Context: an optimization exercise on an open-source flow, tuned for a short achievable clock period and few clock cycles. The choices shown serve that exercise and are no tape-out recipe.
At most, simulation tests tie the RTL to the original design; equivalence was not proved.
The flow treats the clock pin as an ideal source. Dropping or thinning the clock tree relies on that and would not hold on a real chip.

== rev 12 ==
==> flow/design.v (excerpt) <==
module segcodec (
    input             clk,
    input             rst,
    input             h_req,
    input             h_we,
    input      [1:0]  h_size,     
    input      [12:0] h_addr,
    input      [31:0] h_wdata,
    output            h_done,
    output reg        h_err,
    output reg [31:0] h_rdata,
    output reg        mem_en,
    output reg        mem_we,
    output reg [3:0]  mem_be,
    output reg [8:0]  mem_addr,
    output reg [31:0] mem_wdata,
    input      [31:0] mem_rdata
);
    localparam [10:0] FRAME_LEN   = 11'd1446;
    localparam [10:0] MAX_PAYLOAD = 11'd1440;
    localparam [8:0]  LAST_WORD   = 9'd361;
    localparam [3:0] OP_NOP = 4'd0, OP_ENCODE = 4'd1, OP_DECODE = 4'd2, OP_CSUM = 4'd3;
    localparam [3:0] C_NONE = 4'd0, C_BAD_SIZE = 4'd1, C_BAD_CSUM = 4'd2,
                     C_BAD_VERSION = 4'd3, C_LEN_RANGE = 4'd4, C_ILLEGAL = 4'd5;
    localparam [2:0] P_RD = 3'd0, P_RD0 = 3'd1, P_HDR = 3'd2, P_PAD = 3'd3, P_WAIT = 3'd4;
  ...
clock: 6.0 ns
lec_check: 0
abc_clock_period_in_ps: 2000
cap_margin: 20
core_margin: 2
core_utilization: 40
setup_slack_margin: 4.3
slew_margin: 20
tns_end_percent: 100
standard.sh (not shown) runs the stock make flow with config.mk's settings and CLKGATE_MAP_FILE= SYNTH_SCRIPT=/design/flow/synth_recipe.tcl, a recipe that flattens the netlist after the stock synthesis.
==> flow/flow/run.sh <==
#!/bin/bash
# The standard layout, except that the clock tree is built by flow/pre_cts.tcl:
# the clock port drives 4 root buffers, each of which drives the
# leaf buffers nearest to it; each leaf buffer drives a cluster of about
# 20 flip-flops. Two buffers from the port to every flip-flop.
set -euo pipefail
here=$(pwd)
export PRE_CTS_TCL=$here/flow/pre_cts.tcl
# Sizing may change a cell's footprint (the platform sets MATCH_CELL_FOOTPRINT=1,
# which keeps the port buffers as the slow cells they start as).
bash standard.sh MATCH_CELL_FOOTPRINT=0 finish > standard.log 2>&1
Other scripts of this flow, unchanged in this note and not shown: flow/flow/pre_cts.tcl
Testbench counts of rev 12, summed over its fixed seeds: cycles 133,596.
> inputs changed (rev 12 -> rev 13)
--- a/flow/design.v
+++ b/flow/design.v
@@ -41,29 +41,22 @@
                               : 32'h40000000;
     wire [31:0] status = {20'd0, st_lastop, st_cause, 2'b00, st_valid, st_err};
     reg        s_idle;      
     reg        s_done;      
     reg        s_gap;       
     reg        s_cmd;       
     reg        s_ref;       
-    reg        q_nop;       
-    reg [3:0]  q_cause;     
     reg        s_regw;      
     reg        s_frd1;      
     reg        r_rng;       
     reg        s_fwr1;      
     reg        s_err1;      
-    reg        q_rng;       
-    reg [8:0]  q_faddr;     
-    reg [3:0]  q_fbe;       
     reg        s_frd2;      
     reg        s_run;       
     reg [1:0]  fsel;        
-    reg [2:0]  q_reg;       
-    reg [31:0] q_wdata;     
     assign h_done = s_done;
     reg        i_req, i_we;
     reg [1:0]  i_size;
     reg [12:0] i_addr;
     reg [31:0] i_wdata;
     always @(posedge clk) begin
         i_req   <= h_req;
@@ -301,27 +294,22 @@
                 2'd0: h_rdata <= {24'd0, mem_rdata[31:24]};
                 2'd1: h_rdata <= {24'd0, mem_rdata[23:16]};
                 2'd2: h_rdata <= {24'd0, mem_rdata[15:8]};
                 default: h_rdata <= {24'd0, mem_rdata[7:0]};
             endcase
         end
         mem_we    <= s_fwr1 || (run && x_we);
-        mem_addr  <= st0 ? h_addr[10:2] : s_idle ? 9'd1 : s_fwr1 ? q_faddr : x_addr;
-        mem_be    <= s_fwr1 ? q_fbe : x_be;
-        mem_wdata <= s_fwr1 ? {4{q_wdata[7:0]}} : x_wdata;
+        mem_addr  <= st0 ? h_addr[10:2] : s_idle ? 9'd1 : s_fwr1 ? i_addr[10:2] : x_addr;
+        mem_be    <= s_fwr1 ? 4'b1000 >> i_addr[1:0] : x_be;
+        mem_wdata <= s_fwr1 ? {4{i_wdata[7:0]}} : x_wdata;
         if (st0) begin
             fsel  <= h_addr[1:0];
             r_rng <= h_inrng;
         end
         if (s_idle) begin
-            q_reg     <= i_addr[4:2];
-            q_wdata   <= i_wdata;
-            q_rng     <= in_rng;
-            q_faddr   <= i_addr[10:2];
-            q_fbe     <= 4'b1000 >> i_addr[1:0];
             e_enc  <= i_wdata[1:0] == 2'd1;
             e_dec  <= i_wdata[1:0] == 2'd2;
             na     <= 9'd2;
             h_a    <= 1'b0;
             case (i_wdata[1:0])
                 2'd1: begin
                     ph     <= enc_ph0;
@@ -401,25 +389,20 @@
             v_rxs     <= 1'b0;
             v_csl     <= 1'b0;
         end else begin
             s_done  <= (go && is_reg && !i_we) || fw;
             s_cmd   <= go && is_cmdw;
             s_ref   <= go && is_cmdw && !cmd_ok;
             if (go && is_cmdw && cmd_ok) s_run <= 1'b1;
-            if (s_idle) begin
-                q_nop   <= wop == OP_NOP;
-                q_cause <= (wop == OP_ENCODE || wop == OP_CSUM) ? C_LEN_RANGE :
-                           (wop == OP_DECODE) ? C_BAD_SIZE : C_ILLEGAL;
-            end
             s_regw  <= fw;
             s_frd1  <= fr;
             s_fwr1  <= go && fspace && i_we;
             s_err1  <= go && !is_reg && !fspace;
-            h_err   <= !s_idle && (s_err1 || (s_fwr1 && !q_rng) || (s_frd2 && !r_rng));
-            mem_en  <= (fr && h_inrng) || (go && is_cmdw) || x_en || (s_fwr1 && q_rng);
+            h_err   <= !s_idle && (s_err1 || (s_fwr1 && !in_rng) || (s_frd2 && !r_rng));
+            mem_en  <= (fr && h_inrng) || (go && is_cmdw) || x_en || (s_fwr1 && in_rng);
             if (s_fwr1 || s_err1) s_done <= 1'b1;
             s_fin   <= 1'b0;
             if (go) s_idle <= 1'b0;
             s_gap   <= s_done;
             if (s_gap) s_idle <= 1'b1;
             if (fw || fr) s_idle <= 1'b0;
             if (s_regw) begin
@@ -430,20 +413,26 @@
                     default: ;   
                 endcase
             end
             s_frd2 <= s_frd1;
             if (s_frd2) s_done <= 1'b1;
             if (s_ref) begin
                 s_done <= 1'b1;
-                if (!q_nop) begin
+                if (i_wdata[3:0] != OP_NOP) begin
                     st_err    <= 1'b1;
                     st_valid  <= 1'b0;
-                    st_lastop <= q_wdata[3:0];
-                    st_cause  <= q_cause;
-                    if (q_cause == C_BAD_SIZE) v_rxh <= 1'b0;
+                    st_lastop <= i_wdata[3:0];
+                    case (i_wdata[3:0])
+                        OP_ENCODE, OP_CSUM: st_cause <= C_LEN_RANGE;
+                        OP_DECODE: begin
+                            st_cause <= C_BAD_SIZE;
+                            v_rxh    <= 1'b0;
+                        end
+                        default:   st_cause <= C_ILLEGAL;
+                    endcase
                 end
             end
             if (s_run && fin_ok) begin
                 s_run  <= 1'b0;
                 s_done <= 1'b1;
                 s_fin  <= 1'b1;
             end
Notes after the runs:
Rev 12 → rev 13: critical path required time saw an increase, wire length saw a decrease, xor/xnor cell area share of the yosys netlist saw little to no change, largest clock skew in the final design saw an increase. From rev 12 to rev 13 the numbers moved as follows: area of the mapped netlist now sits lower, routed length on met2 down about 2.6%, multi-input logic portion of the cell area essentially unchanged. Critical path class: flip-flop to flip-flop -> rev 12, primary input to flip-flop -> rev 13. Achievable clock frequency essentially unchanged between rev 12 and rev 13. Rev 13: quantity of gates resized following cts 26 above rev 12. Rev 12 ended up with h_rdata[14]$_SDFF_PN0_ as its capturing instance or port of the critical path; rev 13 ended up with s_idle$_SDFFE_PP1P_. Looking only at post-layout net count, and setting everything else aside, the lower value of rev 12 and rev 13 goes to rev 13. Going from rev 12 to rev 13, count of flip-flops and latches shrank by a few percent.
Only the layout flow was run in rev 13; the RTL was not checked for function there. No run of this note takes its clock network from TritonCTS; it comes from the design's own scripts or RTL.

==> static timing again, ports no longer ideal <==
The flow's constraints put no driver on any port. The routed layouts listed below were extracted and timed again, unchanged, in two steps. Step 1 (the two cells are an assumption about what drives the block):
set clk [get_ports {clk}]
set_driving_cell -lib_cell sky130_fd_sc_hd__clkbuf_16 $clk
set_driving_cell -lib_cell sky130_fd_sc_hd__buf_2 [delete_from_list [all_inputs] $clk]
Step 2, shift: input delay + t, output delay - t, t = (earliest + latest rising clock arrival at the registers) / 2. This alone moves slack from input paths to output paths. Three values: ideal, step 1, step 2; two values: the first two.
run | t, ns | setup WS [ns] | worst setup path at the end | worst data-port slew with drivers (ns)
rev 12 | 0.471 | 3.929 / 3.826 / 3.606 | input to register | 0.06
rev 13 | 0.470 | 3.928 / 3.859 / 3.548 | input to register | 0.06
After both steps setup and hold are still met in every run listed. For rev 13, which loses most, drivers alone change the setup slack by -0.069 ns; drivers and shift together by -0.380 ns.
